From an optimization exercise on the open Yosys and OpenROAD flow, aimed at a short achievable clock period; shortcuts taken in it are not production practice. At most, simulation tests tie the RTL to the original design; equivalence was not proved. For runs 6, 7 and 9, only the layout was checked, not whether the RTL still works. Power figures rest on the tool's default switching activity, not on a simulated workload.

`flow/config.mk`:
```
export PLATFORM = sky130hd
export DESIGN_NAME = sport_frame_decoder
export DESIGN_NICKNAME = sport_frame_decoder
export VERILOG_FILES = /design/flow/design.v
export SDC_FILE = /design/flow/constraint.sdc
export NUM_CORES = 4
export LEC_CHECK = 0
export CAP_MARGIN = 20
export CORE_MARGIN = 2
export CORE_UTILIZATION = 45
export SETUP_SLACK_MARGIN = 3.2
export SLEW_MARGIN = 20
export SYNTH_HIERARCHICAL = 1
```
`flow/constraint.sdc`:
```
create_clock -name core_clock -period 6.0 [get_ports {clk}]
set_input_delay 1.2000 -clock core_clock [delete_from_list [all_inputs] [get_ports {clk}]]
set_output_delay 1.2000 -clock core_clock [all_outputs]
set_load 0.01 [all_outputs]
```
`flow/design.v`:
```
module sport_frame_decoder (
    input  wire        clk,
    input  wire        rst,         
    input  wire        in_valid,
    input  wire [7:0]  in_data,
    output wire        frame_valid,
    output wire [71:0] frame_data,
    output wire        evt_valid,
    output wire [3:0]  evt_kind,
    output wire [31:0] evt_value
);
    localparam [7:0] START     = 8'h7E;
    localparam [7:0] ESC       = 8'h7D;
    localparam [7:0] ESC_XOR   = 8'h20;
    localparam [7:0] DEVICE_ID = 8'h1B;
    localparam [7:0] FRAME_TYPE= 8'h10;
    reg       s_idle, s_pay, s_esc;
    reg [3:0] cur;
    reg       p8, e8;
    reg [63:0] fb;
    reg       acc_q;
    reg [3:0] kind_q;
    wire step   = in_valid && !rst;
    wire is_esc = (in_data == ESC);
    wire wr     = step && (s_esc || (s_pay && !is_esc));
    wire [7:0] wdata = s_esc ? (in_data ^ ESC_XOR) : in_data;
    wire [3:0] cur_next = cur + 4'd1;
    always @(posedge clk) begin
        if (rst) begin
            s_idle <= 1'b1;
            s_pay  <= 1'b0;
            s_esc  <= 1'b0;
            cur    <= 4'd0;
            p8     <= 1'b0;
            e8     <= 1'b0;
        end else if (in_valid) begin
            if (s_idle) begin
                if (in_data == START) begin
                    s_idle <= 1'b0;
                    s_pay  <= 1'b1;
                    cur    <= 4'd0;
                end
            end else if (s_pay) begin
                if (is_esc) begin
                    s_pay <= 1'b0;
                    s_esc <= 1'b1;
                    e8    <= p8;
                    p8    <= 1'b0;
                end else begin
                    cur    <= cur_next;
                    s_idle <= p8;
                    s_pay  <= !p8;
                    p8     <= (cur == 4'd7);
                    e8     <= 1'b0;
                end
            end else if (s_esc) begin
                cur    <= cur_next;
                s_idle <= e8;
                s_esc  <= 1'b0;
                s_pay  <= !e8;
                p8     <= (cur == 4'd7);
                e8     <= 1'b0;
            end
        end
    end
    always @(posedge clk) begin
        if (wr)
            fb <= {wdata, fb[63:8]};
    end
    wire [7:0]  device_id    = fb[15:8];
    wire [7:0]  frame_type   = fb[23:16];
    wire [15:0] data_type_id = fb[39:24];
    reg       known;
    reg [3:0] kind;
    always @(*) begin
        known = 1'b1;
        kind  = 4'd0;
        case (data_type_id)
            16'h0600: kind = 4'd0;    
            16'h0800: kind = 4'd1;    
            16'h0210: kind = 4'd2;    
            16'h0910: kind = 4'd3;    
            16'h0200: kind = 4'd4;    
            16'h0840: kind = 4'd5;    
            16'hF101: kind = 4'd6;    
            16'h0400: kind = 4'd7;    
            16'h0410: kind = 4'd8;    
            16'h0100: kind = 4'd9;    
            16'h0820: kind = 4'd10;   
            16'h0420: kind = 4'd11;   
            16'h0830: kind = 4'd12;   
            16'h0430: kind = 4'd13;   
            16'h0440: kind = 4'd14;   
            16'h0110: kind = 4'd15;   
            default:  known = 1'b0;
        endcase
    end
    always @(posedge clk) begin
        if (wr && cur == 4'd7) begin
            acc_q  <= (device_id == DEVICE_ID) && (frame_type == FRAME_TYPE) && known;
            kind_q <= kind;
        end
    end
    localparam integer NA = 102;      
    localparam integer G  = 8;        
    localparam integer ND = (NA + G - 1) / G;
    wire        ep8 = e8 | p8;
    wire        e8n = ~e8;
    wire [3:0]  kv  = acc_q ? kind_q : 4'd0;
    wire [31:0] vv  = acc_q ? fb[63:32] : 32'd0;
    wire [NA-1:0] src = {vv, kv, acc_q, fb, 1'b1};
    wire [NA-1:0] zn  = ~(ep8 ? src : {NA{1'b0}});
    wire [NA-1:0] a_out;
    wire [ND-1:0] cn;
    genvar g, j;
    generate
        for (g = 0; g < ND; g = g + 1) begin : dec
            sfd_dec u_dec (
                .v(in_valid), .r(rst), .d(in_data), .e8n(e8n), .cn(cn[g])
            );
        end
        for (j = 0; j < NA; j = j + 1) begin : bitg
            g_nor2 u_bit (.a(cn[j / G]), .b(zn[j]), .y(a_out[j]));
        end
    endgenerate
    wire       ln;
    wire [7:0] dn;
    sfd_decl u_ldec (
        .v(in_valid), .r(rst), .d(in_data), .e8n(e8n), .en(ep8), .cn(ln)
    );
    generate
        for (j = 0; j < 8; j = j + 1) begin : lastg
            if (j == 5) begin : fl
                g_xnor2 u_x (.a(in_data[j]), .b(e8), .y(dn[j]));
            end else begin : pl
                g_inv u_i (.a(in_data[j]), .y(dn[j]));
            end
            g_nor2 u_bit (.a(ln), .b(dn[j]), .y(frame_data[64 + j]));
        end
    endgenerate
    assign frame_valid       = a_out[0];
    assign frame_data[63:0]  = a_out[64:1];
    assign evt_valid         = a_out[65];
    assign evt_kind          = a_out[69:66];
    assign evt_value         = a_out[101:70];
endmodule
module sfd_dec (
    input  wire       v,
    input  wire       r,
    input  wire [7:0] d,
    input  wire       e8n,
    output wire       cn
);
    wire nlo, nhi, eqlo, eqhi, m, vr;
    g_nand4b u_lo  (.an(d[1]), .b(d[0]), .c(d[2]), .d(d[3]), .y(nlo));
    g_nand4b u_hi  (.an(d[7]), .b(d[4]), .c(d[5]), .d(d[6]), .y(nhi));
    g_inv    u_ilo (.a(nlo), .y(eqlo));
    g_inv    u_ihi (.a(nhi), .y(eqhi));
    g_nand3  u_m   (.a(eqlo), .b(eqhi), .c(e8n), .y(m));
    g_vr2    u_vr  (.v(v), .r(r), .y(vr));
    g_nand2  u_cn  (.a(vr), .b(m), .y(cn));
endmodule
module sfd_decl (
    input  wire       v,
    input  wire       r,
    input  wire [7:0] d,
    input  wire       e8n,
    input  wire       en,
    output wire       cn
);
    wire nlo, nhi, eqlo, eqhi, m, vr;
    g_nand4b u_lo  (.an(d[1]), .b(d[0]), .c(d[2]), .d(d[3]), .y(nlo));
    g_nand4b u_hi  (.an(d[7]), .b(d[4]), .c(d[5]), .d(d[6]), .y(nhi));
    g_inv    u_ilo (.a(nlo), .y(eqlo));
    g_inv    u_ihi (.a(nhi), .y(eqhi));
    g_nand3  u_m   (.a(eqlo), .b(eqhi), .c(e8n), .y(m));
    g_vr     u_vr  (.v(v), .r(r), .en(en), .y(vr));
    g_nand2  u_cn  (.a(vr), .b(m), .y(cn));
endmodule
module g_vr2 (
    input  wire v,
    input  wire r,
    output wire y
);
    assign y = v & ~r;
endmodule
module g_vr (
    input  wire v,
    input  wire r,
    input  wire en,
    output wire y
);
    assign y = v & ~r & en;
endmodule
module g_nand4b (
    input  wire an,
    input  wire b,
    input  wire c,
    input  wire d,
    output wire y
);
    assign y = ~(~an & b & c & d);
endmodule
module g_nand3 (
    input  wire a,
    input  wire b,
    input  wire c,
    output wire y
);
    assign y = ~(a & b & c);
endmodule
module g_nand2 (
    input  wire a,
    input  wire b,
    output wire y
);
    assign y = ~(a & b);
endmodule
module g_nor2 (
    input  wire a,
    input  wire b,
    output wire y
);
    assign y = ~(a | b);
endmodule
module g_inv (
    input  wire a,
    output wire y
);
    assign y = ~a;
endmodule
module g_xnor2 (
    input  wire a,
    input  wire b,
    output wire y
);
    assign y = ~(a ^ b);
endmodule
```
`flow/run.sh`:
```
#!/bin/bash
# synth_recipe.tcl (not shown) runs the flow's synth.tcl, then flattens the netlist and writes it again
# the make line also repeats each setting of config.mk as NAME=value (left out here)
make -C /OpenROAD-flow-scripts/flow DESIGN_CONFIG=/design/flow/config.mk WORK_HOME=/design/flow/orfs CLKGATE_MAP_FILE= SYNTH_SCRIPT=/design/flow/synth_recipe.tcl finish
```
==> results of run 1 <==
-- through the flow --
step | power [uW] | hold slack, ns | utilization, %
floorplan | 645 | 0.428 | -
global placement | 676 | 0.459 | 66.3
detailed placement | 677 | 0.467 | 66.3
CTS | 1110 | 0.485 | 76.0
global route | 1150 | 0.502 | 80.1
finish | 1120 | 0.487 | 80.1
-- Yosys stat by module, one instance, submodules excluded, excerpt --
module | cells | times used | flops+latches | cell area, um^2
g_nor2 | 1 | 110 | 0 | 3.75
g_vr | 1 | 1 | 0 | 8.76
sport_frame_decoder | 312 | 1 | 78 | 3520
g_nand4b | 1 | 28 | 0 | 8.76
g_xnor2 | 1 | 1 | 0 | 8.76
g_inv | 1 | 35 | 0 | 3.75
g_nand3 | 1 | 14 | 0 | 5.00
g_vr2 | 1 | 13 | 0 | 13.8
-- Yosys cell counts (5+ instances only) --
library cell,count
nand2b_1,5
nand4b_1,29
inv_1,43
nor2b_4,13
o21ai_0,6
dfxtp_1,9
edfxtp_1,69
nand3_1,44
clkbuf_1,9
nand2_1,100
nor2_1,124
-- sequential cells by signal (all words and copies together) (netlist names) --
| register | count |
|---|---|
| s_esc | 1 |
| fb | 64 |
| s_idle | 1 |
| e8 | 1 |
| acc_q | 1 |
| s_pay | 1 |
| cur | 4 |
| kind_q | 4 |
| p8 | 1 |
-- layer usage --
layer	GRT usage [%]	wire [um]	vias to the layer above
li1	-	-	2184
met1	34.3	6200	2249
met2	46.5	8130	190
met3	4.08	856	21
met4	9.52	274	0
met5	0	0	-
-- logic make-up (layout without fill, tap and decap cells) --
group | count (synthesis) | after routing | synth area share [%]
XOR/XNOR | 7 | 7 | 1.32
buffers and inverters | 62 | 254 | 5.97
AND/OR/NAND/NOR | 353 | 354 | 39.3
multiplexers | 1 | 1 | 0.216
AO/OA/AOI/OAI | 26 | 26 | 4.27
flip-flops | 78 | 78 | 48.6
adder cells (fa/ha/maj) | 1 | 1 | 0.270
-- power breakdown --
part	switching, uW	internal [uW]
registers	0.370	582
logic	77.3	78.8
clock network	190	189
total	268	850
-- critical path, cell delays in order --
cell,delay [ns]
buf_12,0.11
nand4b_1,0.18
inv_1,0.11
nand3_4,0.09
nand2_8,0.13
buf_12,0.12
nor2_4,0.03
buf_6,0.11
-- worst paths after layout --
kind         cells after the start            to
max                              8  evt_value[1]
min                              0         fb[8]
max reg2reg                      3     kind_q[3]
min reg2reg                      0         fb[8]
-- final cells by class --
class | instances | area, um^2
timing repair buffer | 195 | 2140
multi-input combinational | 389 | 3210
inverter | 43 | 165
tap | 136 | 170
fill | 597 | 2020
clock buffer | 11 | 131
clock inverter | 5 | 50.0
sequential | 78 | 2250
-- what timing repair did --
| action | in CTS | in global routing |
|---|---|---|
| pin swaps | 32 | 19 |
| cloned | 2 | 1 |
| endpoints found under the hold margin | 0 | 0 |
| endpoints found under the setup margin | 188 | 110 |
| buffers inserted | 61 | 9 |
| resized for setup | 664 | 60 |
==> impl_metrics.json, run 1 <==
{
  "place.gp.congestion": 0.852,
  "layout_common_cells": "buf_6, nor2_4, nand2_1, edfxtp_1, inv_1",
  "routedWlPerCell_um": 18.0,
  "critPathRequiredTime_ns": 4.80,
  "synth.area.top_cells": "edfxtp_1, nor2_1, nand2_1, nand4b_1, nand3_1",
  "setup_tns_ns": 0,
  "routed_wl_mm": 15.5,
  "min_path_type": "reg -> reg",
  "synth_cell_type_count": 58,
  "syn_avg_cell_area_um2": 8.77,
  "async_flop_share_pct": 0,
  "clock_path_buffers": 2,
  "cts_buffers": 9,
  "clock_skew_ns": 0.00343,
  "timing.rr.start": "cur[0]",
  "synth_edf_count": 69,
  "antenna_found_initial": 0,
  "period_share_pct": 55.0,
  "power.density_nw_per_um2": 138,
  "finalMaxSlewViolations": 0,
  "grt_max_degree": 56,
  "clockRootBuffer": "clkbuf_8",
  "start_util_pct": 45.7,
  "drcViolationCount": 0,
  "rows": 37,
  "portBuffers": 120,
  "path_class": "in -> out",
  "ys_seq_area_share_pct": 48.6,
  "hp-start": "fb[16]",
  "maxSlewHeadroom_pct": 38.9,
  "crit_fanout": 8,
  "core_area_um2": 10100,
  "clkTransAtPathRegs_ns": 0.08,
  "maxCapViolCount": 0,
  "rsz0062_at_grt": "yes",
  "fp.dieW_um": 105,
  "syn_area_um2": 4630,
  "min_period_ns": 3.30,
  "placed_cells": 768,
  "cts_tree": "yes",
  "post-place-ws_ns": 1.49,
  "worst_slack_ns": 2.70,
  "postPlaceCellArea_um2": 6720,
  "first_global_vias": 4424,
  "tightest_slew_ns": 0.914,
  "synth_top_area_share_pct": 44.7,
  "synthCells": 528,
  "synth.largest_area_cell": "edfxtp_1",
  "yosys_register_bits": 78,
  "dr.pass1.iters": 5,
  "yosys_warnings": 7,
  "cp.arrival_ns": 2.10,
  "via_count": 4644,
  "ff2ff_setup_slack_ns": 4.16,
  "critPathLaunchType": "input pin",
  "fmax_mhz": 303,
  "via_per_inst": 5.42,
  "cts_hold_buf": 0,
  "cp-end-kind": "output pin",
  "fp.dieH_um": 105,
  "cp-startpoint": "in_data[7]",
  "hold_viol": 0,
  "synth-main-ff-cell": "edfxtp_1",
  "worstSkewPairLatency_ns": 0.35,
  "grtUsageTotal_pct": 26.9,
  "grt_pass1_wl_mm": 23.6,
  "area_growth_pct": 75.3,
  "io-pin-count": 121,
  "antenna_cells": 0,
  "drt_iter0_drc": 252,
  "drive_above_1_share_pct": 53.3,
  "fin_cells": 857,
  "ctsHtreeMaxLevel": 3,
  "final_common_cell": "buf_6",
  "setup_viol": 0,
  "dp_hpwl_mm": 8.91,
  "leakagePower_uw": 0.00287,
  "ant_nets": 0,
  "grt-ovfl-total": 0,
  "outcome": "finished clean",
  "cts_sinks": 78,
  "final_area_um2": 8120,
  "die_area_um2": 11100,
  "nets": 728,
  "ir_worst_vdd_mv": 0.126,
  "syn_nets": 540
}
==> run 2, diff against run 1 <==
--- a/flow/config.mk
+++ b/flow/config.mk
@@ -7,7 +7,7 @@
 export LEC_CHECK = 0
 export CAP_MARGIN = 20
 export CORE_MARGIN = 2
-export CORE_UTILIZATION = 45
+export CORE_UTILIZATION = 55
 export SETUP_SLACK_MARGIN = 3.2
 export SLEW_MARGIN = 20
 export SYNTH_HIERARCHICAL = 1
==> impl_metrics.json, run 2 <==
{
  "place.gp.congestion": 0.972,
  "error": "[ERROR DPL-0033] detailed placement checks failed during check placement.",
  "yosys_warnings": 7,
  "ctsHtreeMaxLevel": 3,
  "syn_avg_cell_area_um2": 8.77,
  "synth_top_area_share_pct": 44.7,
  "synth_edf_count": 69,
  "fp.dieW_um": 95.8,
  "start_util_pct": 56.7,
  "outcome": "did not finish",
  "portBuffers": 120,
  "synth-main-ff-cell": "edfxtp_1",
  "rows": 33,
  "synthCells": 528,
  "cts_hold_buf": 0,
  "clockRootBuffer": "clkbuf_8",
  "yosys_register_bits": 78,
  "syn_nets": 540,
  "fp.dieH_um": 95.8,
  "post_cts_buffers": 74,
  "synth_cell_type_count": 58,
  "failing_step": "clock tree synthesis",
  "cts_sinks": 78,
  "synth.area.top_cells": "edfxtp_1, nor2_1, nand2_1, nand4b_1, nand3_1",
  "syn_area_um2": 4630,
  "clock_path_buffers": 2,
  "netlist_top_cells_count": "nor2_1, nand2_1, edfxtp_1",
  "async_flop_share_pct": 0,
  "yosysMostFrequentCell": "nor2_1",
  "cts.repair.resized": 702,
  "dp_hpwl_mm": 9.04,
  "io-pin-count": 121,
  "cts_buffers": 9,
  "ys_seq_area_share_pct": 48.6,
  "synth.largest_area_cell": "edfxtp_1"
}
-- run 2: cell counts after synthesis --
No cell type changed its count.
-- run 2: per-stage QoR --
stage | cells | utilization [%] | power (uW) | setup slack (ns) | area, um^2
after detailed placement | 736 | 81.6 | 676 | 1.49 | 6680
after global placement | 736 | 81.6 | 675 | 1.54 | 6680
after floorplan | 528 | - | 645 | 2.35 | 5440
-- run 2: logic make-up after synthesis --
kind of cell / synth area share, %
compound gates: 4.27
xor+xnor: 1.32
buf+inv: 5.97
flops: 48.6
simple gates: 39.3
mux: 0.216
fa+ha+maj: 0.270
-- run 2: how the worst max path moves through the flow --
stage / startpoint / to / slack (ns) / cells after the start
2_1_floorplan: in_data[2] / fb[0] / 2.35 / 4
3_3_place_gp: in_data[0] / frame_data[63] / 1.54 / 7
3_5_place_dp: in_data[0] / evt_valid / 1.49 / 7
-- run 2: modules after synthesis, one instance, submodules excluded, excerpt --
module	area [um^2]	copies in the design	flip-flops and latches	cells inside
g_nor2	3.75	110	0	1
g_inv	3.75	35	0	1
g_xnor2	8.76	1	0	1
g_vr2	13.8	13	0	1
sport_frame_decoder	3520	1	78	312
g_nand2	3.75	14	0	1
g_vr	8.76	1	0	1
g_nand3	5.00	14	0	1
g_nand4b	8.76	28	0	1
-- run 2: power groups by stage --
stage	combinational, uW	sequential [uW]	clock, uW
floorplan	50.3	595	0
global placement	79.6	595	0
detailed placement	81.1	595	0
==> run 3, diff against run 2 <==
--- a/flow/config.mk
+++ b/flow/config.mk
@@ -7,7 +7,7 @@
 export LEC_CHECK = 0
 export CAP_MARGIN = 20
 export CORE_MARGIN = 2
-export CORE_UTILIZATION = 55
+export CORE_UTILIZATION = 62
 export SETUP_SLACK_MARGIN = 3.2
 export SLEW_MARGIN = 20
 export SYNTH_HIERARCHICAL = 1
==> impl_metrics.json, run 3 <==
{
  "synthCells": 528,
  "place.gp.congestion": 0.961,
  "syn_avg_cell_area_um2": 8.77,
  "failing_step": "clock tree synthesis",
  "cts_buffers": 9,
  "synth_edf_count": 69,
  "synthMuxAreaShare_pct": 0.216,
  "synth.largest_area_cell": "edfxtp_1",
  "cts_sinks": 78,
  "portBuffers": 120,
  "synthAdderAreaFrac_pct": 0.270,
  "synth.area.top_cells": "edfxtp_1, nor2_1, nand2_1, nand4b_1, nand3_1",
  "dp_hpwl_mm": 10.0,
  "cts.repair.resized": 711,
  "io-pin-count": 121,
  "clock_path_buffers": 2,
  "rows": 31,
  "yosysMostFrequentCell": "nor2_1",
  "post_cts_buffers": 71,
  "synth_top_area_share_pct": 44.7,
  "netlist_top_cells_count": "nor2_1, nand2_1, edfxtp_1",
  "yosys_register_bits": 78,
  "synthXorXnorAreaFrac_pct": 1.32,
  "synth_top_family_by_area": "simple AND/OR/NAND/NOR gates",
  "ctsHtreeMaxLevel": 3,
  "fp.dieW_um": 90.4,
  "error": "[ERROR DPL-0038] Utilization greater than 100%, impossible to legalize",
  "synth-main-ff-cell": "edfxtp_1",
  "post-place-ws_ns": 1.39,
  "yosys_warnings": 7,
  "async_flop_share_pct": 0,
  "clockRootBuffer": "clkbuf_8",
  "cts_hold_buf": 0,
  "fp.dieH_um": 90.4,
  "yosys.area_share.simple_pct": 39.3,
  "outcome": "did not finish",
  "synth_cell_type_count": 58,
  "ys_seq_area_share_pct": 48.6,
  "start_util_pct": 63.9,
  "syn_area_um2": 4630,
  "synth_compound_area_share_pct": 4.27,
  "syn_nets": 540
}
run 3: cell counts after synthesis:
No cell type changed its count.
run 3: cell families after synthesis:
group | count (synthesis)
XOR/XNOR | 7
flip-flops | 78
AND/OR/NAND/NOR | 353
adder cells (fa/ha/maj) | 1
multiplexers | 1
buffers and inverters | 62
AO/OA/AOI/OAI | 26
run 3: worst max-delay path by stage:
stage | slack [ns] | endpoint | from
2_1_floorplan | 2.35 | fb[0] | in_data[2]
3_3_place_gp | 1.52 | fb[61] | in_data[5]
3_5_place_dp | 1.39 | frame_data[33] | in_data[0]
run 3: modules after synthesis (local to each module, per instance), excerpt:
module,copies in the design,flip-flops and latches
g_inv,35,0
g_nand2,14,0
g_nand3,14,0
g_nand4b,28,0
g_nor2,110,0
g_vr,1,0
g_vr2,13,0
g_xnor2,1,0
sport_frame_decoder,1,78
run 3: power by group through the flow:
stage | Sequential [uW] | Combinational (uW) | Clock, uW
2_1_floorplan | 595 | 50.3 | 0
3_3_place_gp | 595 | 78.5 | 0
3_5_place_dp | 595 | 82.2 | 0
run 3: through the flow:
| stage | cell area (um^2) | total power (uW) | instances | hold WS (ns) |
|---|---|---|---|---|
| 3_3_place_gp | 6670 | 674 | 731 | 0.460 |
| 2_1_floorplan | 5440 | 645 | 528 | 0.428 |
| 3_5_place_dp | 6670 | 677 | 731 | 0.471 |
==> run 4, diff against run 3 <==
--- a/flow/config.mk
+++ b/flow/config.mk
@@ -7,7 +7,7 @@
 export LEC_CHECK = 0
 export CAP_MARGIN = 20
 export CORE_MARGIN = 2
-export CORE_UTILIZATION = 62
+export CORE_UTILIZATION = 35
 export SETUP_SLACK_MARGIN = 3.2
 export SLEW_MARGIN = 20
 export SYNTH_HIERARCHICAL = 1
==> impl_metrics.json, run 4 <==
{
  "outcome": "finished clean",
  "dr.pass1.iters": 4,
  "via_per_inst": 5.11,
  "max_stage_delay_ns": 0.18,
  "placed_cells": 808,
  "maxCapViolCount": 0,
  "regMostFlops": "fb",
  "cts_buffers": 9,
  "cts_tree": "yes",
  "postPlaceCellArea_um2": 6770,
  "timing.rr.start": "s_pay",
  "drive_above_1_share_pct": 52.8,
  "dp_hpwl_mm": 9.48,
  "hold_path_depth": 0,
  "tightest_slew_ns": 0.865,
  "cp-end-kind": "output pin",
  "worstReg2RegEnd": "fb[36]",
  "whs_ns": 0.483,
  "clock_skew_ns": 0.00617,
  "hp-start": "fb[9]",
  "finalMaxSlewViolations": 0,
  "syn_avg_cell_area_um2": 8.77,
  "synth_edf_count": 69,
  "area_growth_pct": 78.6,
  "critPathRequiredTime_ns": 4.80,
  "critPathLaunchType": "input pin",
  "synth.area.top_cells": "edfxtp_1, nor2_1, nand2_1, nand4b_1, nand3_1",
  "crit_fanout": 19,
  "routedWlPerCell_um": 17.3,
  "clock_path_buffers": 2,
  "rsz0062_at_grt": "yes",
  "routed_wl_mm": 15.5,
  "ir_worst_vdd_mv": 0.111,
  "top_regs": "fb: 64 flops, cur: 4 flops, kind_q: 4 flops",
  "syn_area_um2": 4630,
  "place.gp.congestion": 0.902,
  "ctsHtreeMaxLevel": 3,
  "synth_top_family_by_area": "simple AND/OR/NAND/NOR gates",
  "die_area_um2": 14200,
  "setup_tns_ns": 0,
  "ff2ff_setup_slack_ns": 4.11,
  "grtUsageTotal_pct": 22.2,
  "antenna_found_initial": 0,
  "cp_cell_sequence": "buf_8 -> nand4b_1 -> inv_1 -> nand3_2 -> nand2_8 -> buf_6 -> nor2_2 -> buf_2",
  "first_global_vias": 4540,
  "cts_hold_buf": 0,
  "portBuffers": 120,
  "period_share_pct": 55.7,
  "cts_sinks": 78,
  "synthXorXnorAreaFrac_pct": 1.32,
  "worstRegToRegCells": 3,
  "ant_nets": 0,
  "fp.dieW_um": 119,
  "min_period_ns": 3.34,
  "core_area_um2": 13100,
  "power.density_nw_per_um2": 157,
  "fp.dieH_um": 119,
  "netlist_top_cells_count": "nor2_1, nand2_1, edfxtp_1",
  "grt_pass1_wl_mm": 24.7,
  "async_flop_share_pct": 0,
  "start_util_pct": 35.4,
  "drt_iter0_drc": 269,
  "fmax_mhz": 299,
  "yosysMostFrequentCell": "nor2_1",
  "nets": 728,
  "fin_cells": 897,
  "setup_viol": 0,
  "largest_register_ffs": 64,
  "grt-ovfl-total": 0,
  "layout_common_cells": "buf_6, nor2_4, nand2_1, edfxtp_1, inv_1",
  "via_count": 4581,
  "leakagePower_uw": 0.00294,
  "maxSlewHeadroom_pct": 42.3,
  "rows": 42,
  "synthMuxAreaShare_pct": 0.216,
  "io-pin-count": 121,
  "grt_max_degree": 90,
  "ys_seq_area_share_pct": 48.6,
  "final_area_um2": 8270,
  "synth.largest_area_cell": "edfxtp_1",
  "synth_compound_area_share_pct": 4.27,
  "clockRootBuffer": "clkbuf_16",
  "hold_viol": 0,
  "synthAdderAreaFrac_pct": 0.270,
  "syn_nets": 540,
  "drcViolationCount": 0,
  "synthCells": 528,
  "hold_end": "fb[1]",
  "synth_top_area_share_pct": 44.7,
  "worstSkewPairLatency_ns": 0.34,
  "yosys_register_bits": 78,
  "n_fill_cell": 1070,
  "path_class": "in -> out",
  "synth-main-ff-cell": "edfxtp_1",
  "min_path_type": "reg -> reg",
  "synth_cell_type_count": 58,
  "yosys.area_share.simple_pct": 39.3,
  "clkTransAtPathRegs_ns": 0.06,
  "cp.arrival_ns": 2.14,
  "final_common_cell": "buf_6",
  "yosys_warnings": 7,
  "antenna_cells": 0,
  "slowest_stage": "nand2_8"
}
-- run 4: worst max path at each step --
stage / start / to / slack (ns)
floorplan: in_data[2] / fb[0] / 2.35
global placement: in_data[0] / frame_data[32] / 1.47
detailed placement: in_data[0] / frame_data[32] / 1.44
CTS: in_data[7] / frame_data[14] / 2.67
global route: in_data[1] / frame_data[8] / 2.62
finish: in_data[6] / frame_data[23] / 2.66
-- run 4: stage by stage --
| step | power, uW | util (%) | worst slack (ns) |
|---|---|---|---|
| 3_3_place_gp | 678 | 51.7 | 1.47 |
| 3_5_place_dp | 679 | 51.7 | 1.44 |
| 4_1_cts | 1300 | 61.7 | 2.67 |
| 5_1_grt | 1340 | 63.2 | 2.62 |
| 2_1_floorplan | 645 | - | 2.35 |
| 6_report | 1300 | 63.2 | 2.66 |
-- run 4: area by class of cell --
type,instances,area [um^2],area share (%)
Tap cell,176,220,2.66
Clock inverter,7,73.8,0.892
Multi-Input combinational cell,388,3160,38.2
Clock buffer,9,225,2.72
Inverter,43,161,1.95
Sequential cell,78,2250,27.2
Timing Repair Buffer,196,2180,26.4
-- run 4: modules after synthesis, one instance, submodules excluded, a selection --
module,cells inside,area (um^2),flip-flops and latches
g_nand4b,1,8.76,0
g_inv,1,3.75,0
g_nand2,1,3.75,0
g_vr,1,8.76,0
g_vr2,1,13.8,0
g_nand3,1,5.00,0
sport_frame_decoder,312,3520,78
g_nor2,1,3.75,0
g_xnor2,1,8.76,0
-- run 4: kinds of logic (layout without fill, tap and decap cells) --
group | after synthesis | in the layout
XOR/XNOR | 7 | 7
flip-flops | 78 | 78
buffers and inverters | 62 | 255
adder cells (fa/ha/maj) | 1 | 1
AND/OR/NAND/NOR | 353 | 353
AO/OA/AOI/OAI | 26 | 26
multiplexers | 1 | 1
-- run 4: critical path: cells and delay by family --
kind	cells	cell delay (ns)
buf+inv	4	0.47
simple gates	4	0.45
-- run 4: timing repair --
| action | CTS | global route |
|---|---|---|
| gates resized for setup | 682 | 35 |
| cloned | 4 | 0 |
| setup endpoints to repair | 188 | 110 |
| pin swaps | 33 | 20 |
| buffers inserted | 66 | 3 |
-- run 4: routing by layer --
metal / vias up / global-route usage (%) / wire length (um)
met5: - / 0 / 0
met3: 20 / 4.98 / 890
li1: 2182 / - / -
met2: 138 / 37.8 / 7790
met4: 0 / 6.85 / 276
met1: 2241 / 28.2 / 6550
-- run 4: report_power, final --
group	internal (uW)	switching, uW
clock	324	231
sequential	583	0.358
combinational	82.2	77.6
==> run 5, diff against run 4 <==
--- a/flow/config.mk
+++ b/flow/config.mk
@@ -7,7 +7,7 @@
 export LEC_CHECK = 0
 export CAP_MARGIN = 20
 export CORE_MARGIN = 2
-export CORE_UTILIZATION = 35
-export SETUP_SLACK_MARGIN = 3.2
+export CORE_UTILIZATION = 45
+export SETUP_SLACK_MARGIN = 5
 export SLEW_MARGIN = 20
 export SYNTH_HIERARCHICAL = 1
==> impl_metrics.json, run 5 <==
{
  "outcome": "finished clean",
  "ir_worst_vdd_mv": 0.112,
  "rows": 37,
  "cp.arrival_ns": 2.35,
  "clock_path_buffers": 2,
  "cts_tree": "yes",
  "nets": 790,
  "ctsHtreeMaxLevel": 3,
  "dr.pass1.iters": 6,
  "top_regs": "fb: 64 flops, cur: 4 flops, kind_q: 4 flops",
  "n_fill_cell": 356,
  "synth_cell_type_count": 58,
  "grt_max_degree": 55,
  "worstSkewPairLatency_ns": 0.36,
  "power.density_nw_per_um2": 128,
  "grt_pass1_wl_mm": 27.8,
  "clkTransAtPathRegs_ns": 0.08,
  "maxCapViolCount": 0,
  "synth_top_area_share_pct": 44.7,
  "synth.area.top_cells": "edfxtp_1, nor2_1, nand2_1, nand4b_1, nand3_1",
  "slowest_stage": "nand4b_1",
  "area_growth_pct": 98.4,
  "largest_register_ffs": 64,
  "hp-start": "fb[12]",
  "via_per_inst": 6.10,
  "final_area_um2": 9190,
  "antenna_found_initial": 0,
  "ant_nets": 0,
  "fp.dieH_um": 105,
  "yosys_warnings": 7,
  "drt_iter0_drc": 556,
  "leakagePower_uw": 0.00338,
  "hold_viol": 0,
  "setup_viol": 0,
  "routedWlPerCell_um": 24.4,
  "final_common_cell": "buf_6",
  "period_share_pct": 59.2,
  "syn_nets": 540,
  "dp_hpwl_mm": 8.89,
  "netlist_top_cells_count": "nor2_1, nand2_1, edfxtp_1",
  "synth-main-ff-cell": "edfxtp_1",
  "start_util_pct": 45.7,
  "final_core_util_pct": 90.7,
  "worst-path-buf-inv": 4,
  "grt-ovfl-total": 0,
  "regMostFlops": "fb",
  "drcViolationCount": 0,
  "cts_buffers": 9,
  "ff2ff_setup_slack_ns": 4.02,
  "min_path_type": "reg -> reg",
  "cp_cell_sequence": "buf_16 -> nand4b_1 -> inv_1 -> nand3_2 -> nand2_8 -> buf_12 -> nor2_4 -> buf_6",
  "synthCells": 528,
  "postPlaceCellArea_um2": 6750,
  "clockRootBuffer": "clkbuf_8",
  "critPathRequiredTime_ns": 4.80,
  "cts_sinks": 78,
  "yosys_register_bits": 78,
  "synth_edf_count": 69,
  "async_flop_share_pct": 0,
  "core_area_um2": 10100,
  "cp-startpoint": "in_data[7]",
  "worstRegToRegCells": 6,
  "yosysMostFrequentCell": "nor2_1",
  "finalMaxSlewViolations": 0,
  "clock_skew_ns": 0.00803,
  "hold_path_depth": 0,
  "hold_end": "fb[4]",
  "rsz0062_at_grt": "yes",
  "timing.rr.start": "fb[37]",
  "drive_above_1_share_pct": 59.7,
  "first_global_vias": 5075,
  "setup_tns_ns": 0,
  "antenna_cells": 0,
  "worstReg2RegEnd": "acc_q",
  "cp-end-kind": "output pin",
  "fmax_mhz": 281,
  "fp.dieW_um": 105,
  "path_class": "in -> out",
  "min_period_ns": 3.55,
  "max_stage_delay_ns": 0.24,
  "tightest_slew_ns": 0.547,
  "via_count": 5597,
  "place.gp.congestion": 0.841,
  "die_area_um2": 11100,
  "layout_common_cells": "buf_6, nor2_4, nand2_1, edfxtp_1, inv_1",
  "routed_wl_mm": 22.4,
  "crit_fanout": 6,
  "maxSlewHeadroom_pct": 63.6,
  "critical_path.top_delay_family": "simple AND/OR/NAND/NOR gates",
  "synth.largest_area_cell": "edfxtp_1",
  "syn_avg_cell_area_um2": 8.77,
  "ys_seq_area_share_pct": 48.6,
  "grtUsageTotal_pct": 32.4,
  "critPathLaunchType": "input pin",
  "portBuffers": 120,
  "syn_area_um2": 4630,
  "io-pin-count": 121
}
run 5: how the worst max path moves through the flow:
stage / end / slack [ns] / cells after the start
floorplan: fb[0] / 2.35 / 4
global placement: frame_data[63] / 1.49 / 7
detailed placement: frame_data[37] / 1.46 / 7
CTS: frame_data[37] / 2.67 / 8
global route: frame_data[69] / 2.49 / 8
finish: frame_data[69] / 2.45 / 8
run 5: cell families after synthesis:
family | count (synthesis) | synth area share [%]
buffers and inverters | 62 | 5.97
AO/OA/AOI/OAI | 26 | 4.27
flip-flops | 78 | 48.6
AND/OR/NAND/NOR | 353 | 39.3
multiplexers | 1 | 0.216
XOR/XNOR | 7 | 1.32
adder cells (fa/ha/maj) | 1 | 0.270
run 5: metal layers:
layer | wire length [um] | up-vias | part of all wire, % | global-route usage (%)
met5 | 0 | - | 0 | 0
met4 | 1370 | 0 | 6.1 | 14.7
met3 | 1930 | 120 | 8.6 | 4.82
met2 | 11400 | 433 | 51 | 58.3
met1 | 7670 | 2739 | 34 | 38.0
li1 | - | 2305 | - | -
run 5: what timing repair did:
item / CTS / global route
setup endpoints to repair: 201 / 201
cloned: 13 / 3
gates resized for setup: 721 / 78
setup buffers: 84 / 35
hold buffers: 0 / 0
pin swaps: 40 / 35
endpoints found under the hold margin: 0 / 0
run 5: cell type report:
class                      instances  area (um^2)  area share [%]
clock buffer                       9          124            1.35
clock inverter                     6         53.8           0.585
inverter                          43          165            1.80
multi-input combinational        389         3380            36.7
sequential                        78         2250            24.5
tap                              136          170            1.85
timing repair buffer             257         3050            33.2
run 5: worst reg2reg max path, cell delays in order (launching register included):
cell and delay (ns):
edfxtp_1 0.47, buf_6 0.17, nor4_4 0.30, nand2_2 0.18
nor4_1 0.35, o21ai_1 0.15, a41oi_2 0.20
run 5: report_power, final:
part	switching [uW]	total, uW	internal (uW)
clock	205	390	185
sequential	0.417	583	582
combinational	95.3	202	106
total	301	1170	874
run 5: Yosys stat by module (local to each module, per instance), excerpt:
module / flops+latches / copies in the design
g_nand2: 0 / 14
g_nand4b: 0 / 28
g_inv: 0 / 35
g_xnor2: 0 / 1
g_vr2: 0 / 13
sport_frame_decoder: 78 / 1
g_nand3: 0 / 14
g_nor2: 0 / 110
run 5: metrics by stage:
step                      cells  power [uW]  setup WS, ns  hold WS, ns
final                       918        1170          2.45        0.497
after global routing        918        1200          2.49        0.503
after CTS                   880        1140          2.67        0.494
after detailed placement    768         677          1.46        0.474
after global placement      768         676          1.49        0.467
after floorplan             528         645          2.35        0.428
==> run 6, diff against run 5 <==
--- a/flow/design.v
+++ b/flow/design.v
@@ -102,7 +102,7 @@
         end
     end
     localparam integer NA = 102;      
-    localparam integer G  = 8;        
+    localparam integer G  = 3;        
     localparam integer ND = (NA + G - 1) / G;
     wire        ep8 = e8 | p8;
     wire        e8n = ~e8;
--- a/flow/config.mk
+++ b/flow/config.mk
@@ -8,6 +8,6 @@
 export CAP_MARGIN = 20
 export CORE_MARGIN = 2
 export CORE_UTILIZATION = 45
-export SETUP_SLACK_MARGIN = 5
+export SETUP_SLACK_MARGIN = 3.2
 export SLEW_MARGIN = 20
 export SYNTH_HIERARCHICAL = 1
==> impl_metrics.json, run 6 <==
{
  "min_path_type": "reg -> reg",
  "syn_avg_cell_area_um2": 8.34,
  "worstReg2RegEnd": "kind_q[1]",
  "finalMaxSlewViolations": 0,
  "final_common_cell": "nor2_2",
  "netlist_top_cells_count": "nor2_1, nand2_1, inv_1",
  "start_util_pct": 46.5,
  "max_stage_delay_ns": 0.14,
  "antenna_cells": 0,
  "clock_path_buffers": 2,
  "cts_tree": "yes",
  "maxCapViolCount": 0,
  "synth-main-ff-cell": "edfxtp_1",
  "ff2ff_setup_slack_ns": 4.21,
  "synth_cell_type_count": 58,
  "leakagePower_uw": 0.00365,
  "hold_end": "fb[2]",
  "min_period_ns": 3.38,
  "place.gp.congestion": 0.854,
  "grt_pass1_wl_mm": 31.7,
  "antenna_found_initial": 0,
  "setup_viol": 0,
  "fp.dieW_um": 116,
  "dp_hpwl_mm": 10.9,
  "yosys_warnings": 7,
  "drive_above_1_share_pct": 49.6,
  "grtUsageTotal_pct": 31.5,
  "syn_nets": 687,
  "setup_tns_ns": 0,
  "via_per_inst": 5.84,
  "dr.pass1.iters": 5,
  "outcome": "finished clean",
  "nets": 863,
  "drt_iter0_drc": 654,
  "cts_buffers": 9,
  "whs_ns": 0.486,
  "tightest_slew_ns": 0.669,
  "syn_area_um2": 5630,
  "hold_path_depth": 0,
  "drcViolationCount": 0,
  "hold_viol": 0,
  "grt-ovfl-total": 0,
  "post-place-ws_ns": 1.10,
  "routedWlPerCell_um": 20.7,
  "synth.largest_area_cell": "edfxtp_1",
  "slowest_stage": "buf_12",
  "power.density_nw_per_um2": 148,
  "path_class": "in -> out",
  "timing.rr.start": "fb[25]",
  "clock_skew_ns": 0.00728,
  "cp-startpoint": "in_data[3]",
  "crit_fanout": 6,
  "synth_edf_count": 69,
  "top_regs": "fb: 64 flops, cur: 4 flops, kind_q: 4 flops",
  "hp-start": "fb[10]",
  "cp_cell_sequence": "buf_12 -> buf_12 -> nand4b_1 -> inv_2 -> nand3_4 -> nand2_8 -> buf_12 -> nor2_4 -> buf_6",
  "core_area_um2": 12100,
  "first_global_vias": 5833,
  "area_growth_pct": 57.9,
  "clkTransAtPathRegs_ns": 0.06,
  "portBuffers": 120,
  "via_count": 5977,
  "period_share_pct": 56.3,
  "die_area_um2": 13400,
  "grt_max_degree": 53,
  "io-pin-count": 121,
  "cp.arrival_ns": 2.18,
  "yosysMostFrequentCell": "nor2_1",
  "cp-end-kind": "output pin",
  "fmax_mhz": 296,
  "synth.area.top_cells": "edfxtp_1, nand4b_1, nor2b_4, nor2_1, nand2_1",
  "cp_common_cell": "buf_12",
  "worstSkewPairLatency_ns": 0.34,
  "worstRegToRegCells": 5,
  "fp.dieH_um": 116,
  "regMostFlops": "fb",
  "critPathRequiredTime_ns": 4.80,
  "yosys_register_bits": 78,
  "ant_nets": 0,
  "ys_seq_area_share_pct": 40.0,
  "final_core_util_pct": 73.4,
  "largest_register_ffs": 64,
  "cts_sinks": 78,
  "ctsHtreeMaxLevel": 3,
  "synth_top_area_share_pct": 36.8,
  "layout_common_cells": "nor2_2, nand2_1, buf_2, inv_1, nand4b_1",
  "async_flop_share_pct": 0,
  "routed_wl_mm": 21.2,
  "cts_hold_buf": 0,
  "ir_worst_vdd_mv": 0.116,
  "rows": 40,
  "synthCells": 675,
  "worst_slack_ns": 2.62,
  "clockRootBuffer": "clkbuf_16",
  "critPathLaunchType": "input pin",
  "rsz0062_at_grt": "yes",
  "maxSlewHeadroom_pct": 55.2
}
## run 6: cells by family after synthesis
group	synth area share [%]
buffers and inverters	7.71
and+or+nand+nor	47.3
DFF	40.0
adders and majority gates	0.222
AOI/OAI and AO/OA	3.51
muxes	0.178
xor gates and xnor gates	1.09
## run 6: worst max-delay path by stage
stage / to / slack (ns) / cells after the start
4_1_cts: evt_value[11] / 2.66 / 9
3_3_place_gp: evt_value[4] / 1.14 / 8
2_1_floorplan: fb[0] / 2.35 / 4
3_5_place_dp: evt_value[1] / 1.10 / 8
5_1_grt: frame_data[36] / 2.60 / 9
6_report: frame_data[69] / 2.62 / 9
## run 6: critical path: cells and delay by family
family	cells	cell delay, ns
buffers and inverters	5	0.61
AND/OR/NAND/NOR	4	0.36
## run 6: report_power, final
group | switching [uW] | internal (uW) | total (uW) | leakage, uW
clock | 210 | 276 | 487 | 0.000127
combinational | 114 | 129 | 243 | 0.00284
sequential | 0.374 | 583 | 584 | 0.000682
## run 6: metrics by stage
stage,total power [uW],area (um^2),instances
finish,1310,8890,1024
global route,1350,8890,1024
CTS,1300,8590,1019
detailed placement,725,7460,956
global placement,723,7460,956
floorplan,663,6070,675
## run 6: per-module statistics from Yosys, one instance, submodules excluded, a selection
module	cells	flip-flops and latches	times used	cell area [um^2]
g_nand3	1	0	35	5.00
g_vr2	1	0	34	13.8
g_nand4b	1	0	70	8.76
g_nor2	1	0	110	3.75
g_inv	1	0	77	3.75
g_nand2	1	0	35	3.75
g_xnor2	1	0	1	8.76
sport_frame_decoder	312	78	1	3520
g_vr	1	0	1	8.76
## run 6: what timing repair did
item,in CTS,in global routing
cloned,22,1
pin swaps,58,60
resized for setup,627,58
endpoints found under the setup margin,188,110
buffers inserted,25,4
## run 6: area by class of cell
| cell class | instances | area (um^2) |
|---|---|---|
| Timing Repair Buffer | 182 | 2070 |
| Sequential cell | 78 | 2250 |
| Fill cell | 902 | 3220 |
| Inverter | 85 | 323 |
| Multi-Input combinational cell | 494 | 3770 |
| Timing Repair inverter | 1 | 7.51 |
| Clock buffer | 11 | 233 |
| Tap cell | 168 | 210 |
| Clock inverter | 5 | 26.3 |
## run 6: routing by layer
| metal | vias up | track usage [%] | share of wire, % |
|---|---|---|---|
| met5 | - | 0 | 0 |
| met4 | 0 | 15.2 | 4.0 |
| met3 | 69 | 6.28 | 8.9 |
| met2 | 350 | 51.3 | 48 |
| met1 | 2883 | 40.3 | 39 |
| li1 | 2675 | - | - |
==> run 7, diff against run 6 <==
--- a/flow/design.v
+++ b/flow/design.v
@@ -102,7 +102,7 @@
         end
     end
     localparam integer NA = 102;      
-    localparam integer G  = 3;        
+    localparam integer G  = 4;        
     localparam integer ND = (NA + G - 1) / G;
     wire        ep8 = e8 | p8;
     wire        e8n = ~e8;
==> impl_metrics.json, run 7 <==
{
  "ys_seq_area_share_pct": 42.9,
  "period_share_pct": 54.4,
  "ctsHtreeMaxLevel": 3,
  "largest_register_ffs": 64,
  "fp.dieH_um": 112,
  "clock_skew_ns": 0.00524,
  "syn_avg_cell_area_um2": 8.48,
  "finalMaxSlewViolations": 0,
  "hp-start": "fb[48]",
  "yosys.area_share.simple_pct": 44.6,
  "core_area_um2": 11400,
  "ff2ff_setup_slack_ns": 4.17,
  "ff_latch_area_um2": 2250,
  "antenna_cells": 0,
  "yosysMostFrequentCell": "nor2_1",
  "power.density_nw_per_um2": 165,
  "area_growth_pct": 54.8,
  "io-pin-count": 121,
  "post-place-ws_ns": 1.21,
  "synth_top_family_by_area": "simple AND/OR/NAND/NOR gates",
  "synth_cell_type_count": 58,
  "syn_nets": 631,
  "min_period_ns": 3.27,
  "clkTransAtPathRegs_ns": 0.06,
  "grt-ovfl-total": 0,
  "netlist_top_cells_count": "nor2_1, nand2_1, edfxtp_1, inv_1, nand3_1",
  "synthMuxAreaShare_pct": 0.191,
  "min_path_type": "reg -> reg",
  "die_area_um2": 12500,
  "cts_sinks": 78,
  "outcome": "finished clean",
  "synth-main-ff-cell": "edfxtp_1",
  "setup_viol": 0,
  "maxSlewHeadroom_pct": 48.3,
  "drcViolationCount": 0,
  "setup_tns_ns": 0,
  "worst-path-buf-inv": 4,
  "crit_fanout": 8,
  "syn_area_um2": 5250,
  "drive_above_1_share_pct": 49.7,
  "path_class": "in -> out",
  "synthCells": 619,
  "yosys_warnings": 7,
  "synthXorXnorAreaFrac_pct": 1.17,
  "async_flop_share_pct": 0,
  "synth.largest_area_cell": "edfxtp_1",
  "grt_pass1_wl_mm": 26.6,
  "leakagePower_uw": 0.00325,
  "cp_cell_sequence": "buf_16 -> nand4b_1 -> inv_1 -> nand3_2 -> nand2_4 -> buf_12 -> nor2_4 -> buf_6",
  "dp_hpwl_mm": 10.2,
  "cp.arrival_ns": 2.07,
  "nets": 793,
  "yosys_register_bits": 78,
  "tightest_slew_ns": 0.774,
  "clockRootBuffer": "clkbuf_16",
  "synth.area.top_cells": "edfxtp_1, nand4b_1, nor2_1, nand2_1, nor2b_4",
  "antenna_found_initial": 0,
  "ant_nets": 0,
  "slowest_stage": "nand4b_1",
  "fmax_mhz": 306,
  "rsz0062_at_grt": "yes",
  "worstReg2RegEnd": "kind_q[1]",
  "critical_path.top_delay_family": "buffers and inverters",
  "worstSkewPairLatency_ns": 0.34,
  "top_regs": "fb: 64 flops, cur: 4 flops, kind_q: 4 flops",
  "synthAdderAreaFrac_pct": 0.238,
  "timing.rr.start": "cur[0]",
  "synth_edf_count": 69,
  "via_per_inst": 5.64,
  "rows": 39,
  "critPathRequiredTime_ns": 4.80,
  "worst_slack_ns": 2.73,
  "critPathLaunchType": "input pin",
  "hold_end": "fb[40]",
  "routed_wl_mm": 18.0,
  "cts_buffers": 9,
  "clock_path_buffers": 2,
  "start_util_pct": 46.0,
  "first_global_vias": 5003,
  "cts_tree": "yes",
  "regMostFlops": "fb",
  "n_fill_cell": 878,
  "layout_common_cells": "nand2_1, nor2_2, buf_2, edfxtp_1, inv_1",
  "dr.pass1.iters": 5,
  "fp.dieW_um": 112,
  "drt_iter0_drc": 423,
  "hold_viol": 0,
  "multiInputGateArea_um2": 3390,
  "routedWlPerCell_um": 19.4,
  "place.gp.congestion": 0.844,
  "grt_max_degree": 54,
  "grtUsageTotal_pct": 26.9,
  "portBuffers": 120,
  "max_stage_delay_ns": 0.16,
  "final_common_cell": "nand2_1",
  "maxCapViolCount": 0,
  "worstRegToRegCells": 3,
  "ir_worst_vdd_mv": 0.116,
  "cp-end-kind": "output pin",
  "synth_compound_area_share_pct": 3.76,
  "cts_hold_buf": 0,
  "synth_top_area_share_pct": 39.5,
  "hold_path_depth": 0,
  "via_count": 5238
}
==> run 7: cell types whose count changed after synthesis, sizes merged <==
| cell | before | now |
|---|---|---|
| nand4b | 71 | 55 |
| inv | 85 | 69 |
| nand3 | 65 | 57 |
| nor2b | 35 | 27 |
| nand2 | 122 | 114 |
==> run 7: logic make-up after synthesis <==
group	count (synthesis)
AND/OR/NAND/NOR	418
buffers and inverters	88
flip-flops	78
AO/OA/AOI/OAI	26
XOR/XNOR	7
multiplexers	1
adder cells (fa/ha/maj)	1
==> run 7: layout make-up <==
cell class | instances | area share [%]
timing repair inverter | 1 | 0.0924
timing repair buffer | 168 | 21.2
multi-input combinational | 454 | 41.7
clock inverter | 7 | 1.09
clock buffer | 9 | 2.77
inverter | 69 | 3.23
tap | 143 | 2.20
sequential | 78 | 27.7
==> run 7: how the worst max path moves through the flow <==
stage / cells after the start / end / start
floorplan: 4 / fb[0] / in_data[2]
global placement: 7 / frame_data[64] / in_data[6]
detailed placement: 7 / frame_data[70] / in_data[6]
CTS: 8 / frame_data[68] / in_data[7]
global route: 8 / evt_value[19] / in_data[7]
finish: 8 / frame_data[68] / in_data[1]
==> run 7: layer usage <==
| metal | wire length, um | track usage, % |
|---|---|---|
| met5 | 0 | 0 |
| met4 | 580 | 12.0 |
| met3 | 1260 | 4.10 |
| met2 | 8960 | 46.1 |
| met1 | 7200 | 33.9 |
==> run 7: repair_timing <==
item | CTS | global route
buffers inserted | 26 | 4
endpoints found under the setup margin | 188 | 110
cloned | 9 | 6
pin swaps | 47 | 39
endpoints found under the hold margin | 0 | 0
resized for setup | 615 | 44
==> run 7: Yosys stat by module, one instance, submodules excluded, a selection <==
module	cell area, um^2	times used
sport_frame_decoder	3520	1
g_nand3	5.00	27
g_xnor2	8.76	1
g_nand4b	8.76	54
g_vr2	13.8	26
g_nor2	3.75	110
g_nand2	3.75	27
g_inv	3.75	61
g_vr	8.76	1
==> run 7: where the power goes <==
group | internal (uW) | leakage (uW) | switching, uW
Sequential | 583 | 0.000682 | 0.372
Combinational | 93.1 | 0.00240 | 86.6
Clock | 362 | 0.000159 | 218
==> run 7: through the flow <==
step / total power (uW) / instance area [um^2] / cells / hold slack [ns] / util (%)
finish: 1340 / 8130 / 929 / 0.479 / 71.2
detailed placement: 701 / 6980 / 868 / 0.465 / 61.1
floorplan: 652 / 5670 / 619 / 0.428 / -
CTS: 1320 / 7710 / 919 / 0.479 / 67.6
global placement: 698 / 6980 / 868 / 0.459 / 61.1
global route: 1380 / 8130 / 929 / 0.486 / 71.2
==> run 8, diff against run 7 <==
--- a/flow/design.v
+++ b/flow/design.v
@@ -102,7 +102,7 @@
         end
     end
     localparam integer NA = 102;      
-    localparam integer G  = 4;        
+    localparam integer G  = 5;        
     localparam integer ND = (NA + G - 1) / G;
     wire        ep8 = e8 | p8;
     wire        e8n = ~e8;
==> impl_metrics.json, run 8 <==
{
  "layout_common_cells": "nand2_1, buf_2, nor2_2, edfxtp_1, inv_1",
  "critPathRequiredTime_ns": 4.80,
  "yosys_warnings": 7,
  "place.gp.congestion": 0.811,
  "ys_seq_area_share_pct": 44.9,
  "largest_register_ffs": 64,
  "syn_nets": 596,
  "core_area_um2": 10800,
  "ir_worst_vdd_mv": 0.0906,
  "ff2ff_setup_slack_ns": 4.10,
  "power.density_nw_per_um2": 155,
  "switching_share_pct": 24.0,
  "rows": 38,
  "grt_max_degree": 90,
  "nets": 747,
  "io-pin-count": 121,
  "first_global_vias": 4403,
  "switchingPower_uw": 282,
  "yosysMostFrequentCell": "nor2_1",
  "cp-end-kind": "output pin",
  "grt_pass1_wl_mm": 23.5,
  "antenna_found_initial": 0,
  "via_count": 4849,
  "finalMaxSlewViolations": 0,
  "synth_edf_count": 69,
  "grt-ovfl-total": 0,
  "area_growth_pct": 50.9,
  "hold_path_depth": 0,
  "syn_avg_cell_area_um2": 8.58,
  "path_class": "in -> out",
  "synth.area.top_cells": "edfxtp_1, nor2_1, nand2_1, nand4b_1, nor2b_4",
  "netlist_top_cells_count": "nor2_1, nand2_1, edfxtp_1",
  "min_path_type": "reg -> reg",
  "cts_sinks": 78,
  "final_common_cell": "nand2_1",
  "portBuffers": 120,
  "cts_tree": "yes",
  "outcome": "finished clean",
  "clockRootBuffer": "clkbuf_8",
  "clkTransAtPathRegs_ns": 0.09,
  "cts_hold_buf": 0,
  "via_per_inst": 5.51,
  "fmax_mhz": 306,
  "critPathLaunchType": "input pin",
  "drive_above_1_share_pct": 48.0,
  "ctsHtreeMaxLevel": 3,
  "synthCells": 584,
  "fp.dieH_um": 110,
  "synth.largest_area_cell": "edfxtp_1",
  "setup_tns_ns": 0,
  "ff_latch_area_um2": 2250,
  "crit_fanout": 6,
  "worstRegToRegCells": 3,
  "ant_nets": 0,
  "worstSkewPairLatency_ns": 0.36,
  "min_period_ns": 3.27,
  "antenna_cells": 0,
  "routedWlPerCell_um": 18.3,
  "regMostFlops": "fb",
  "n_fill_cell": 848,
  "period_share_pct": 54.4,
  "setup_viol": 0,
  "clock_skew_ns": 0.0133,
  "tightest_slew_ns": 0.551,
  "comb_power_share_pct": 12.7,
  "hp-start": "fb[10]",
  "synth_cell_type_count": 58,
  "start_util_pct": 46.2,
  "async_flop_share_pct": 0,
  "power_frac_clock_pct": 37.7,
  "multiInputGateArea_um2": 3120,
  "dr.pass1.iters": 5,
  "leakagePower_uw": 0.00292,
  "worstReg2RegEnd": "fb[12]",
  "rsz0062_at_grt": "yes",
  "synth_top_area_share_pct": 41.3,
  "clock_path_buffers": 2,
  "syn_area_um2": 5010,
  "power.internal_uw": 893,
  "hold_end": "fb[2]",
  "grtUsageTotal_pct": 25.7,
  "synth-main-ff-cell": "edfxtp_1",
  "top_regs": "fb: 64 flops, cur: 4 flops, kind_q: 4 flops",
  "whs_ns": 0.484,
  "maxSlewHeadroom_pct": 63.3,
  "maxCapViolCount": 0,
  "die_area_um2": 12000,
  "drt_iter0_drc": 347,
  "routed_wl_mm": 16.1,
  "dp_hpwl_mm": 9.48,
  "cp.arrival_ns": 2.07,
  "timing.rr.start": "s_pay",
  "power_frac_seq_pct": 49.6,
  "hold_viol": 0,
  "cts_buffers": 9,
  "drcViolationCount": 0,
  "yosys_register_bits": 78,
  "fp.dieW_um": 110
}
## run 8: changes by cell type in the layout (fill, tap and decap cells not counted), moves of 9 or more
cell,change
nand4b_1,-10
inv_1,-12
clkbuf_16,-11
buf_6,+12
nor2_2,-15
buf_4,-10
clkbuf_8,+9
## run 8: cell type report
type | count | area share (%)
tap | 140 | 2.32
timing repair inverter | 1 | 0.0992
clock inverter | 7 | 1.29
clock buffer | 9 | 1.64
timing repair buffer | 158 | 20.6
sequential | 78 | 29.8
multi-input combinational | 428 | 41.3
inverter | 59 | 2.98
## run 8: power by group through the flow
stage,Combinational (uW),Sequential [uW],Clock [uW]
final,149,583,443
after CTS,135,583,451
after global routing,157,583,473
after global placement,89.6,595,0
after detailed placement,91.8,595,0
after floorplan,49.1,595,0
## run 8: logic make-up (layout without fill, tap and decap cells)
family | after synthesis | count (layout) | share of synthesized area, %
flops | 78 | 78 | 44.9
compound gates | 26 | 26 | 3.94
xor+xnor | 7 | 7 | 1.22
buf+inv | 78 | 234 | 6.71
mux | 1 | 1 | 0.200
fa+ha+maj | 1 | 1 | 0.250
simple gates | 393 | 393 | 42.8
## run 8: repair_timing
action	in CTS	in global routing
setup buffers	25	0
setup endpoints to repair	188	110
cloned	6	4
pin swaps	40	31
gates resized for setup	615	53
## run 8: Yosys stat by module, one instance, submodules excluded, excerpt
module | cells inside | times used | area, um^2
g_inv | 1 | 51 | 3.75
g_nand2 | 1 | 22 | 3.75
g_nand3 | 1 | 22 | 5.00
g_nand4b | 1 | 44 | 8.76
g_nor2 | 1 | 110 | 3.75
g_vr | 1 | 1 | 8.76
g_vr2 | 1 | 21 | 13.8
g_xnor2 | 1 | 1 | 8.76
sport_frame_decoder | 312 | 1 | 3520
## run 8: worst max-delay path: stages
cell and delay (ns):
buf_16 0.11, nand4b_1 0.16, inv_1 0.08, nand3_2 0.10, nand2_2 0.11, buf_6 0.14
nor2_2 0.04, buf_2 0.13
## run 8: per-stage QoR
stage / std cells / total power, uW / utilization, % / cell area (um^2) / setup WS [ns]
6_report: 880 / 1170 / 69.8 / 7570 / 2.73
5_1_grt: 880 / 1210 / 69.8 / 7570 / 2.68
4_1_cts: 876 / 1170 / 66.4 / 7200 / 2.75
3_5_place_dp: 829 / 687 / 61.4 / 6660 / 1.26
3_3_place_gp: 829 / 685 / 61.4 / 6660 / 1.32
2_1_floorplan: 584 / 644 / - / 5370 / 2.35
## run 8: per-layer routing
metal	up-vias	share of wire, %	wire length [um]	track usage (%)
met5	-	0	0	0
met4	0	1.7	272	8.32
met3	23	6.4	1030	4.62
met2	190	51	8190	43.1
met1	2325	41	6650	33.7
li1	2311	-	-	-
## run 8: worst max-delay path by stage
stage	startpoint	end	slack [ns]	cells after the start
floorplan	in_data[2]	fb[0]	2.35	4
global placement	in_data[6]	evt_value[20]	1.32	7
detailed placement	in_data[6]	evt_value[0]	1.26	7
CTS	in_data[7]	frame_valid	2.75	8
global route	in_data[0]	frame_data[34]	2.68	8
finish	in_data[1]	evt_value[20]	2.73	8
==> run 9, diff against run 8 <==
--- a/flow/design.v
+++ b/flow/design.v
@@ -102,7 +102,7 @@
         end
     end
     localparam integer NA = 102;      
-    localparam integer G  = 5;        
+    localparam integer G  = 12;        
     localparam integer ND = (NA + G - 1) / G;
     wire        ep8 = e8 | p8;
     wire        e8n = ~e8;
==> impl_metrics.json, run 9 <==
{
  "n_fill_cell": 430,
  "place.gp.congestion": 0.824,
  "cp-startpoint": "in_data[7]",
  "yosys_register_bits": 78,
  "period_share_pct": 56.4,
  "synth_edf_count": 69,
  "synth_cell_type_count": 58,
  "antenna_cells": 0,
  "synth_top_area_share_pct": 46.6,
  "yosysMostFrequentCell": "nor2_1",
  "grtUsageTotal_pct": 33.9,
  "cp-end-kind": "output pin",
  "async_flop_share_pct": 0,
  "min_period_ns": 3.39,
  "grt_pass1_wl_mm": 26.8,
  "critPathRequiredTime_ns": 4.80,
  "cp.arrival_ns": 2.19,
  "power.density_nw_per_um2": 137,
  "ir_worst_vdd_mv": 0.163,
  "tightest_slew_ns": 1.05,
  "synth.largest_area_cell": "edfxtp_1",
  "clock_path_buffers": 2,
  "ctsHtreeMaxLevel": 3,
  "via_per_inst": 5.61,
  "ant_nets": 0,
  "multiInputGateArea_um2": 3230,
  "start_util_pct": 45.9,
  "syn_avg_cell_area_um2": 8.89,
  "antenna_found_initial": 1,
  "setup_tns_ns": 0,
  "worstSkewPairLatency_ns": 0.36,
  "cts_hold_buf": 0,
  "largest_register_ffs": 64,
  "grt-ovfl-total": 0,
  "slowest_stage": "nand4b_1",
  "grt_max_degree": 56,
  "regMostFlops": "fb",
  "hold_viol": 0,
  "routed_wl_mm": 17.8,
  "ff_latch_area_um2": 2250,
  "worst_slack_ns": 2.61,
  "cts_tree": "yes",
  "via_count": 4833,
  "maxCapViolCount": 0,
  "path_class": "in -> out",
  "drive_above_1_share_pct": 57.6,
  "die_area_um2": 10700,
  "dr.pass1.iters": 5,
  "routedWlPerCell_um": 20.7,
  "cts_buffers": 9,
  "hp-start": "fb[8]",
  "final_common_cell": "buf_6",
  "area_growth_pct": 91.2,
  "max_stage_delay_ns": 0.20,
  "fp.dieH_um": 103,
  "post-place-ws_ns": 1.42,
  "crit_fanout": 6,
  "synth.area.top_cells": "edfxtp_1, nor2_1, nand2_1, nand3_1, nand4b_1",
  "fmax_mhz": 295,
  "drt_iter0_drc": 260,
  "clockRootBuffer": "clkbuf_8",
  "core_area_um2": 9680,
  "maxSlewHeadroom_pct": 29.4,
  "cp_common_cell": "buf_6",
  "setup_viol": 0,
  "portBuffers": 120,
  "cp_cell_sequence": "buf_12 -> nand4b_1 -> inv_2 -> nand3_4 -> nand2_8 -> buf_6 -> nor2_4 -> buf_6",
  "cts_sinks": 78,
  "dp_hpwl_mm": 9.22,
  "clkTransAtPathRegs_ns": 0.10,
  "rsz0062_at_grt": "yes",
  "clock_skew_ns": 0.0106,
  "min_path_type": "reg -> reg",
  "layout_common_cells": "buf_6, nor2_4, nand2_1, edfxtp_1, nand3_1",
  "whs_ns": 0.496,
  "fp.dieW_um": 103,
  "finalMaxSlewViolations": 0,
  "top_regs": "fb: 64 flops, cur: 4 flops, kind_q: 4 flops",
  "leakagePower_uw": 0.00292,
  "timing.rr.start": "fb[37]",
  "yosys_warnings": 7,
  "critPathLaunchType": "input pin",
  "io-pin-count": 121,
  "ys_seq_area_share_pct": 50.7,
  "outcome": "finished clean",
  "netlist_top_cells_count": "nor2_1, nand2_1, edfxtp_1",
  "syn_area_um2": 4440,
  "worst-path-buf-inv": 4,
  "first_global_vias": 4836,
  "rows": 36,
  "nets": 735,
  "synth-main-ff-cell": "edfxtp_1",
  "syn_nets": 512,
  "synthCells": 500,
  "critical_path.top_delay_family": "simple AND/OR/NAND/NOR gates",
  "drcViolationCount": 0
}
## run 9: cell types whose count changed after synthesis, sizes merged
cell / delta
inv: -24
nand2: -12
nand3: -12
nand4b: -24
nor2b: -12
## run 9: power by group
group          internal, uW  leakage [uW]  total, uW  switching, uW
Combinational          91.1       0.00214        176           85.1
Sequential              582      0.000682        583          0.386
Clock                   166      0.000102        408            242
Total                   839       0.00292       1170            328
## run 9: through the flow
| step | std cells | power [uW] | utilization [%] | area, um^2 |
|---|---|---|---|---|
| CTS | 856 | 1150 | 86.4 | 8360 |
| global route | 861 | 1200 | 87.7 | 8500 |
| global placement | 738 | 673 | 69.5 | 6730 |
| floorplan | 500 | 647 | - | 5450 |
| finish | 861 | 1170 | 87.7 | 8500 |
| detailed placement | 738 | 675 | 69.5 | 6730 |
## run 9: logic make-up after synthesis
kind of cell / after synthesis / synth area share, %
and+or+nand+nor: 333 / 37.4
DFF: 78 / 50.7
buffers and inverters: 54 / 5.55
AOI/OAI and AO/OA: 26 / 4.45
xor gates and xnor gates: 7 / 1.38
muxes: 1 / 0.225
adders and majority gates: 1 / 0.282
## run 9: area by class of cell
cell class              instances  share of cell area, %
multi-input cells             378                   38.0
flip-flops and latches         78                   26.5
well taps                     133                   1.96
clock buffers                   9                   1.46
repair buffers                221                   29.6
clock inverters                 7                  0.839
inverters                      35                   1.59
## run 9: worst register-to-register path, stage by stage (launching register included)
cell and delay, ns:
edfxtp_1 0.54, nor4_4 0.38, nand2_1 0.12, nor2_1 0.21
nand2_1 0.11, o221ai_1 0.31
## run 9: what timing repair did
action                                  in CTS  in global routing
cloned                                      12                  0
setup buffers                               90                  5
resized for setup                          726                 23
endpoints found under the setup margin     182                110
pin swaps                                   32                 24
## run 9: path summary, 6_finish.rpt
| check | to | slack [ns] | cells after the start |
|---|---|---|---|
| worst max-delay path | frame_data[33] | 2.61 | 8 |
| worst max register to register | kind_q[1] | 4.12 | 5 |
| worst min-delay path | fb[0] | 0.50 | 0 |
| worst min register to register | fb[0] | 0.50 | 0 |
## run 9: per-layer routing
metal	track usage (%)	vias up	part of all wire, %
met5	0	-	0
met4	15.4	0	3.8
met3	5.58	53	6.2
met2	60.2	246	54
met1	40.1	2357	36
li1	-	2177	-
## run 9: modules after synthesis (local to each module, per instance), a selection
module / flops+latches / cells inside
g_nand4b: 0 / 1
g_nand2: 0 / 1
sport_frame_decoder: 78 / 312
g_nor2: 0 / 1
g_nand3: 0 / 1
g_xnor2: 0 / 1

-- re-timing with driven ports --
How much do the figures lean on ideal ports? The routed layouts below were timed once more, with nothing changed but the port constraints.
Step 1, drivers: a clkbuf_16 drives clk and a buf_2 each remaining input, both assumed.
Step 2 times the ports against the registers' clock, not the clock port: input delays grow and output delays shrink by t, the midpoint of the rising clock arrivals with the driver on.
a / b / c = ideal / step 1 / step 2; a / b = the first two.
run	t, ns	slack for setup (ns)	hold slack, ns	latest minus earliest clock arrival (ns)	worst slew at a driven data input, ns
run 1	0.390	2.702 / 2.595 / 2.595	0.487 / 0.487 / 0.487	0.004 / 0.005	0.16
run 4	0.380	2.658 / 2.520 / 2.520	0.483 / 0.483 / 0.483	0.007 / 0.006	0.23
run 5	0.395	2.446 / 2.289 / 2.289	0.497 / 0.497 / 0.497	0.010 / 0.010	0.26
run 6	0.381	2.620 / 2.437 / 2.437	0.486 / 0.486 / 0.486	0.010 / 0.010	0.26
run 7	0.376	2.735 / 2.510 / 2.510	0.479 / 0.479 / 0.479	0.006 / 0.007	0.32
run 8	0.389	2.733 / 2.555 / 2.555	0.484 / 0.484 / 0.484	0.014 / 0.014	0.31
run 9	0.390	2.613 / 2.519 / 2.519	0.496 / 0.496 / 0.496	0.011 / 0.011	0.14
After both steps every run listed still meets setup and hold. The setup slack of run 7, which loses most, moves by -0.225 ns with the drivers and by -0.225 ns with both steps.
